Context: an optimization exercise on an open-source flow, tuned for a short achievable clock period and few clock cycles. The choices shown serve that exercise and are no tape-out recipe. Function was checked by simulation only, so behaviour that the tests miss may differ from the original. No activity file was given, so power comes from the tool's default toggle rates.

## lc2k_core
module lc2k_core (
    input  wire        clk,
    input  wire        rst,           
    output wire [15:0] imem_addr,
    input  wire [31:0] imem_rdata,
    output wire [15:0] dmem_addr,
    input  wire [31:0] dmem_rdata,
    output wire        dmem_we,
    output wire [31:0] dmem_wdata,
    output wire        halted
);
Settings: LEC_CHECK=0, ABC_CLOCK_PERIOD_IN_PS=2500, CAP_MARGIN=20, CORE_MARGIN=2, CORE_UTILIZATION=30, PLACE_DENSITY=0.5, SETUP_SLACK_MARGIN=3.5, SLEW_MARGIN=20, TNS_END_PERCENT=100; clock period 6.0 ns.
run.sh (not shown) runs the stock make flow with config.mk's settings and CLKGATE_MAP_FILE= SYNTH_SCRIPT=/design/flow/synth_recipe.tcl, a recipe that flattens the netlist after the stock synthesis.
Testbench counts at the start, summed over its fixed seeds: cycles 40,820.
==> next run, changes <==
--- a/flow/design.v
+++ b/flow/design.v
@@ -1,24 +1,24 @@
 module lc2k_core (
     input  wire        clk,
     input  wire        rst,           
     output wire [15:0] imem_addr,
     input  wire [31:0] imem_rdata,
     output wire [15:0] dmem_addr,
     input  wire [31:0] dmem_rdata,
     output wire        dmem_we,
     output wire [31:0] dmem_wdata,
     output wire        halted
 );
-    localparam integer NT = 9;        
+    localparam integer NT = 10;       
     localparam integer NB = 4;        
     reg [31:0] regs [0:7];
     reg [15:0] pc;
     reg [15:0] last_pc;               
     reg        last_seq;              
     reg        last_ext;              
     reg [NT-1:0] last_hit;
     reg        last_cfree;            
     reg        last_okc;              
     reg        last_ok;               
     reg        last_lw;               
     reg [2:0]  last_lrd;              
The new run finished with timing, DRC and antenna clean. Combinational power came out lower by about 0.7%. Via count came out lower by 1.1%. Global-route usage came out lower by 0.56 points. Final area came out higher by about 2.4%. Setup slack gains 0.043 ns. Critical path depth does not change. Cell count came out higher by about 1.1%.
Testbench counts after the change, summed over its fixed seeds: cycles 40,820.


Starting RTL as in the previous note.
export LEC_CHECK = 0
export ABC_CLOCK_PERIOD_IN_PS = 2500
export CAP_MARGIN = 20
export CORE_MARGIN = 2
export CORE_UTILIZATION = 40
export PLACE_DENSITY = 0.6
export SETUP_SLACK_MARGIN = 3.5
export SLEW_MARGIN = 20
export TNS_END_PERCENT = 100
create_clock -name core_clock -period 6.0 [get_ports {clk}]
Testbench counts at the start, summed over its fixed seeds: cycles 40,820.
Change:
--- a/flow/design.v
+++ b/flow/design.v
@@ -6,13 +6,13 @@
     output wire [15:0] dmem_addr,
     input  wire [31:0] dmem_rdata,
     output wire        dmem_we,
     output wire [31:0] dmem_wdata,
     output wire        halted
 );
-    localparam integer NT = 9;        
+    localparam integer NT = 10;       
     localparam integer NB = 4;        
     reg [31:0] regs [0:7];
     reg [15:0] pc;
     reg [15:0] last_pc;               
     reg        last_seq;              
     reg        last_ext;              
Result: Hold slack barely changes. Worst setup slack is worse by 0.16 ns. Sequential share of layout area is higher by 1.7 points. Global-route usage is lower by 0.80 points. Routed wire length is lower by 0.56%. Core utilization is lower by 0.94 points. Final area is higher by 0.49%. Clock-buffer cell count is higher by 13. Synthesized cell count is lower by 0.64%. Critical path depth is higher by 1.
Testbench counts after the change, summed over its fixed seeds: cycles 40,820.

--- another note on this design; it stands on its own ---

## job 101
Design lc2k_core, start of the top module:
module lc2k_core (
    input  wire        clk,
    input  wire        rst,           
    output wire [15:0] imem_addr,
    input  wire [31:0] imem_rdata,
    output wire [15:0] dmem_addr,
    input  wire [31:0] dmem_rdata,
    output wire        dmem_we,
    output wire [31:0] dmem_wdata,
    output wire        halted
);
make LEC_CHECK=0 ABC_CLOCK_PERIOD_IN_PS=2500 CAP_MARGIN=20 CORE_MARGIN=2 CORE_UTILIZATION=35 PLACE_DENSITY=0.55 SETUP_SLACK_MARGIN=3.5 SLEW_MARGIN=20 TNS_END_PERCENT=100 finish   # period 6.0 ns
run.sh (not shown) runs the stock make flow with config.mk's settings and CLKGATE_MAP_FILE= SYNTH_SCRIPT=/design/flow/synth_recipe.tcl, a recipe that flattens the netlist after the stock synthesis.
Testbench counts of job 101, summed over its fixed seeds: cycles 41,101.
Setup changes, job 101 to job 102
# job 101
export LEC_CHECK = 0
export ABC_CLOCK_PERIOD_IN_PS = 2500
export CAP_MARGIN = 20
export CORE_MARGIN = 2
export CORE_UTILIZATION = 35
export PLACE_DENSITY = 0.55
export SETUP_SLACK_MARGIN = 3.5
export SLEW_MARGIN = 20
export TNS_END_PERCENT = 100
create_clock -name core_clock -period 6.0 [get_ports {clk}]
# job 102
export LEC_CHECK = 0
export ABC_CLOCK_PERIOD_IN_PS = 2500
export CAP_MARGIN = 20
export CORE_MARGIN = 2
export CORE_UTILIZATION = 30
export PLACE_DENSITY = 0.5
export SETUP_SLACK_MARGIN = 3.5
export SLEW_MARGIN = 20
export TNS_END_PERCENT = 100
create_clock -name core_clock -period 6.0 [get_ports {clk}]
From job 101 to job 102 the numbers moved as follows: setup slack climbed 0.089 ns; vertical die dimension climbed 39 um; power dissipated by switching net loads barely changed; worst-case headroom to the max-slew limit climbed 0.94 points. Job 102 vs job 101, worst setup path endpoint: e_z[14] vs pc[14].
Input changes introduced in job 103 (baseline for comparison: job 102):
# job 102
export LEC_CHECK = 0
export ABC_CLOCK_PERIOD_IN_PS = 2500
export CAP_MARGIN = 20
export CORE_MARGIN = 2
export CORE_UTILIZATION = 30
export PLACE_DENSITY = 0.5
export SETUP_SLACK_MARGIN = 3.5
export SLEW_MARGIN = 20
export TNS_END_PERCENT = 100
create_clock -name core_clock -period 6.0 [get_ports {clk}]
# job 103
export LEC_CHECK = 0
export ABC_CLOCK_PERIOD_IN_PS = 2500
export CAP_MARGIN = 20
export CORE_MARGIN = 2
export CORE_UTILIZATION = 40
export PLACE_DENSITY = 0.6
export SETUP_SLACK_MARGIN = 3.5
export SLEW_MARGIN = 20
export TNS_END_PERCENT = 100
create_clock -name core_clock -period 6.0 [get_ports {clk}]
==> comparison <==
Row static leakage: job 103 lower / job 102 higher. Compared with job 102, switching power in job 103 increased slightly. Relative to job 102, wire length on met1 has decreased by 16000 um in job 103. Total power (higher): job 102. Maximum number of pins on one net before global-route repair (higher): job 103. What job 102 reported for number of vias per cell after detailed routing has to be multiplied by 1.10 to get the figure for job 103.

static timing again, ports no longer ideal:
In the flow no input, the clock included, has a driving cell. The finished layouts below were timed again as built, in two steps. Step 1: set_driving_cell puts a clkbuf_16 on clk and a buf_2 on each other input, an assumption about the parent block. Step 2 adds t to the input delays and takes it off the output delays; t is the mean of the earliest and latest rising clock arrival at the registers after step 1. Input paths then give back, and output paths get back, about the clock's delay inside the block. Slacks: no drivers / after step 1 / after step 2; pairs: no drivers / after step 1.
run	t, ns	slack for setup (ns)	latest minus earliest clock arrival (ns)
the first run of note 1	0.944	2.779 / 2.779 / 1.960	0.092 / 0.091
the second run of note 1	0.965	2.822 / 2.822 / 1.965	0.095 / 0.095
the first run of note 2	0.924	2.760 / 2.760 / 1.959	0.056 / 0.057
the second run of note 2	0.915	2.602 / 2.602 / 1.931	0.050 / 0.051
job 101	0.907	2.763 / 2.763 / 1.969	0.080 / 0.080
job 102	0.909	2.852 / 2.852 / 2.019	0.118 / 0.118
job 103	0.924	2.867 / 2.867 / 2.170	0.069 / 0.070
After both steps every run listed still meets setup and hold. The setup slack of the second run of note 1, which loses most, moves by 0.000 ns with the drivers and by -0.857 ns with both steps.
